Source: an optimization exercise on an open RTL-to-GDS flow (aim: small area). Production flows keep margins and buffers that such runs may drop. In this exercise RTL edits were held to simulation tests only and were not proved equivalent to the original.

==> flow/design.v, too long to show whole: its modules and the start of the top module <==
// module jass_table: 1356 lines
// module jass_rca: 16 lines
// module jass_prng: 394 lines
module jass_prng (
    input  wire        clk,
    input  wire        rst,
    input  wire        cmd_valid,
    output wire        cmd_ready,
    input  wire [7:0]  cmd_op,
    input  wire [31:0] cmd_a,
    input  wire [31:0] cmd_b,
    output wire        rsp_valid,
    input  wire        rsp_ready,
    output wire [31:0] rsp_data,
    output wire        rsp_err
);
  // ...
==> flow/flow/run.sh <==
#!/bin/bash
# The standard layout (the standard.sh: ORFS synthesis through finish), with these changes:
# - the buffer that buffer_ports puts on every input and output port is the platform's smallest
#   buffer, sky130_fd_sc_hd__buf_1, instead of the default choice;
# - clock tree synthesis builds the tree from sky130_fd_sc_hd__clkbuf_8 below a clkbuf_16 root
#   and inserts no dummy loads. Every register's clock still comes through the buffered tree.
set -euo pipefail
export BUFFER_PORTS_ARGS="-buffer_cell sky130_fd_sc_hd__buf_1"
export CTS_ARGS="-sink_clustering_enable -repair_clock_nets -root_buf sky130_fd_sc_hd__clkbuf_16 -buf_list sky130_fd_sc_hd__clkbuf_8 -dont_use_dummy_load"
bash standard.sh finish > standard_flow.log 2>&1
==> flow/standard.sh <==
#!/bin/bash
# synth_recipe.tcl (not shown) runs the flow's synth.tcl, then flattens the netlist and writes it again
# the make line also repeats each setting of config.mk as NAME=value (left out here)
make -C /OpenROAD-flow-scripts/flow DESIGN_CONFIG=/design/flow/config.mk WORK_HOME=/design/flow/orfs CLKGATE_MAP_FILE= SYNTH_SCRIPT=/design/flow/synth_recipe.tcl "${@:-finish}"
==> flow/config.mk <==
export PLATFORM = sky130hd
export DESIGN_NAME = jass_prng
export DESIGN_NICKNAME = jass_prng
export VERILOG_FILES = /design/flow/design.v
export SDC_FILE = /design/flow/constraint.sdc
export NUM_CORES = 4
export LEC_CHECK = 0
export ABC_AREA = 1
export CAP_MARGIN = 30
export CORE_MARGIN = 2
export CORE_UTILIZATION = 45
export SLEW_MARGIN = 40
==> flow/constraint.sdc <==
create_clock -name core_clock -period 22.0 [get_ports {clk}]
set_input_delay 4.4000 -clock core_clock [delete_from_list [all_inputs] [get_ports {clk}]]
set_output_delay 4.4000 -clock core_clock [all_outputs]
set_load 0.01 [all_outputs]
==> impl_metrics.tcl, run 1 <==
set metrics [dict create \
    synth_edf_count 120 \
    wl_met3_um 8530 \
    synth-simple-area-share_pct 24.1 \
    ctsHoldBuffers 0 \
    synth-compound-area-share_pct 23.0 \
    max_stage_delay_ps 510 \
    fill_cells 3589 \
    layout_setup_ws_ps 2830 \
    area_growth_pct 6.44 \
    critical_path.n_buffers_inverters 9 \
    finalMaxSlewViolations 0 \
    criticalPathCategory "primary input to flop" \
    seq_share_pct 29.1 \
    drive_above_1_share_pct 5.18 \
    placed_cell_area_mm2 0.0163 \
    hold_depth 2 \
    cts_resized 0 \
    tns_ps 0 \
    outcome "timing/DRC/antenna clean" \
    r2r_cells 60 \
    rr_endpoint "st[4]$_SDFFE_PP0P_" \
    synth_top_family_by_area "simple AND/OR/NAND/NOR gates" \
    synthXorXnorAreaFrac_pct 4.22 \
    top_usage_layer "met2" \
    synthTopCellsByCount "nand2_1 (476), inv_1 (242), nor2_1 (202)" \
    dp.cells 2637 \
    start_kind "primary input" \
    htreeDepth 4 \
    synth_top_area_share_pct 23.2 \
]
==> run 2: changes to the inputs <==
==> flow/flow/run.sh (replaced) <==
#!/bin/bash
# The standard layout (the standard.sh: ORFS synthesis through finish), with these changes:
# - the buffer that buffer_ports puts on every input and output port is the platform's smallest
#   buffer, sky130_fd_sc_hd__buf_1, instead of the default choice;
# - the buffers Yosys/ABC inserted are removed at floorplan (REMOVE_ABC_BUFFERS), since global
#   placement runs without timing-driven mode (GPL_TIMING_DRIVEN 0 in config.mk);
# - clock tree synthesis builds the tree from sky130_fd_sc_hd__clkbuf_16 (the default buffer)
#   and inserts no dummy loads. Every register's clock still comes through the buffered tree.
set -euo pipefail
export BUFFER_PORTS_ARGS="-buffer_cell sky130_fd_sc_hd__buf_1"
export REMOVE_ABC_BUFFERS=1
export CTS_ARGS="-sink_clustering_enable -repair_clock_nets -buf_list sky130_fd_sc_hd__clkbuf_16 -dont_use_dummy_load"
bash standard.sh finish > standard_flow.log 2>&1
--- a/flow/config.mk
+++ b/flow/config.mk
@@ -11,2 +11,3 @@
 export CORE_UTILIZATION = 45
+export GPL_TIMING_DRIVEN = 0
 export SLEW_MARGIN = 40
==> run 2 against run 1 <==
Still clean; design area rose by 1.4%; fmax is 3.6% lower; flip-flop and latch count unchanged; setup slack lost 710 ps.
==> impl_metrics.tcl, run 2 <==
set metrics [dict create \
    outcome "timing/DRC/antenna clean" \
    final_common_cell "nand2_1" \
    drt_iter0_drc 2660 \
    core_mm2 0.0343 \
    tns_ps 0 \
    pin_count 111 \
    htreeDepth 4 \
    worst_ep_required_time_ps 22310 \
    yosysMostFrequentCell "nand2_1" \
    criticalPathCategory "primary input to flop" \
    min_period_ps 19880 \
    worstMarginPinSlew_ps 929 \
    synthDistinctLibCells 59 \
    syn_avg_cell_area_um2 7.24 \
    post_cts_buffers 0 \
    cts_sinks 181 \
    min_period_over_period_pct 90.4 \
    chipWidth_um 190 \
    crit_path_end_kind "flop" \
    max_freq_mhz 50.3 \
    max_stage_delay_ps 580 \
    cts_resized 0 \
    synth_flop_cell "edfxtp_1" \
    detail-route-antenna-nets 0 \
    die_height_um 190 \
    vias_per_cell 6.40 \
    drv_cap 0 \
    numCtsBuffers 17 \
    antenna_found_initial 0 \
    async_flop_share_pct 0 \
    critical-path-slowest-cell "fa_1" \
    crit_top_cell "fa_1" \
    fill_cells 3449 \
    yosys-top-cells-area "edfxtp_1 (23%), nand2_1 (11%), dfxtp_1 (7.8%)" \
    firstDrtPassIters 6 \
    yosys_register_bits 181 \
    rows 68 \
    path_clk_slew_ps 60 \
    path_max_fanout 5 \
    wl_um 68400 \
    cp.arrival_ps 20180 \
    grt_pass1_vias 15900 \
    nNetsFinal 2342 \
    start_kind "primary input" \
    drive_above_1_share_pct 5.48 \
    final_cell_mix "nand2_1 (471), inv_1 (235), nor2_1 (199)" \
    finalMaxSlewViolations 0 \
    yosysTopAreaCell "edfxtp_1" \
    worstSkewPairLatency_ps 470 \
    synthTopCellsByCount "nand2_1 (476), inv_1 (242), nor2_1 (202)" \
    hold-worst-slack_ps 460 \
    die_area_mm2 0.0361 \
    drc 0 \
    cts_tree "yes" \
    slew_headroom_pct 37.9 \
    grt_setup_unrepaired "no" \
    setup_viol 0 \
    yosysSeqAreaShare_pct 31.0 \
    post-dp-hpwl_um 51300 \
    grt_pass1_wl_um 102000 \
    ctsHoldBuffers 0 \
    grt_remaining_overflow 0 \
    yosysWarnings 1 \
    skew_ps 35.9 \
    area_growth_pct 7.91 \
    gr-usage-all-layers_pct 37.9 \
    worstHoldPathType "flop to flop" \
    grt_max_degree 63 \
    synth_top_area_share_pct 23.2 \
    netlist_instances 2150 \
    cts-root-buf "clkbuf_16" \
    hold_violations 0 \
    cts.path.max_buffers 2 \
    drt-wirelength-per-cell_um 25.9 \
    syn-cell-area_mm2 0.0156 \
    synth_edf_count 120 \
    start_util_pct 45.4 \
    gp_congestion 1.04 \
    io_buffers 110 \
    vias 16900 \
    n_antenna_cell 0 \
]
==> run 2: final timing paths <==
path / startpoint / to / slack, ps / cells after the start
max: cmd_op[0] / st[1]$_SDFFE_PP0P_ / 2120 / 52
min: J[20]$_SDFFE_PP0P_ / J[14]$_SDFFE_PP0P_ / 460 / 2
max reg2reg: st[4]$_SDFFE_PP0P_ / st[1]$_SDFFE_PP0P_ / 2990 / 55
min reg2reg: J[20]$_SDFFE_PP0P_ / J[14]$_SDFFE_PP0P_ / 460 / 2
==> run 2: cell type report <==
| cell class | instances | area [µm²] | share of cell area (%) |
|---|---|---|---|
| timing repair buffer | 131 | 623 | 3.71 |
| sequential | 181 | 4820 | 28.7 |
| multi-input combinational | 1595 | 9340 | 55.6 |
| inverter | 265 | 1010 | 5.99 |
| tap | 455 | 569 | 3.39 |
| clock buffer | 17 | 425 | 2.53 |
==> run 2: logic make-up (layout without fill, tap and decap cells) <==
family          count (synthesis)  after routing  synth area share, %
xor+xnor                       75             75                 4.22
simple gates                  877            877                 24.1
flops                         181            181                 31.0
compound gates                568            568                 23.0
fa+ha+maj                      75             75                 8.01
buf+inv                       374            413                 9.59
==> run 2: per-stage QoR <==
step	std cells	instance area, µm²	setup slack, ps	utilization, %
final	2644	16800	2120	49.0
after floorplan	2041	15100	3860	-
after global routing	2644	16800	1770	49.0
after global placement	2606	16100	910	46.8
after detailed placement	2627	16300	2010	47.7
after CTS	2644	16800	2470	48.9
==> run 2: critical path, delay by kind of cell <==
kind,cells,cell delay (ps)
AOI/OAI and AO/OA,3,460
buffers and inverters,7,630
adders and majority gates,33,12730
and+or+nand+nor,8,1870
xor gates and xnor gates,1,70
==> run 2: per-layer routing <==
| layer | wire length [µm] | track usage [%] | part of all wire, % | vias up |
|---|---|---|---|---|
| met5 | 0 | 0 | 0 | - |
| met4 | 2400 | 14.3 | 3.5 | 0 |
| met3 | 8370 | 9.63 | 12 | 167 |
| met2 | 29100 | 55.4 | 43 | 1192 |
| met1 | 28500 | 53.7 | 42 | 8064 |
| li1 | - | - | - | 7511 |

## port drivers added, routing unchanged
The flow's constraints put no driver on any port. The routed layouts listed below were extracted and timed again, unchanged, in two steps. Step 1 sets driving cells, clkbuf_16 on the clock port and buf_2 on the other inputs (assumed; they add their load-dependent delay and slew). Step 2, shift: input delay + t, output delay - t, t = (earliest + latest rising clock arrival at the registers) / 2. This alone moves slack from input paths to output paths. Three values: ideal ports, drivers, drivers and shift; two values: the first two.
| run | shift t [ns] | slack for setup (ns) | worst hold slack (ns) |
|---|---|---|---|
| run 1 | 0.456 | 2.834 / 2.870 / 2.414 | 0.467 / 0.467 / 0.467 |
| run 2 | 0.508 | 2.122 / 2.143 / 1.636 | 0.460 / 0.460 / 0.460 |
After both steps every run listed still meets setup and hold. For run 2, which loses most, drivers alone change the setup slack by +0.021 ns; drivers and shift together by -0.486 ns.
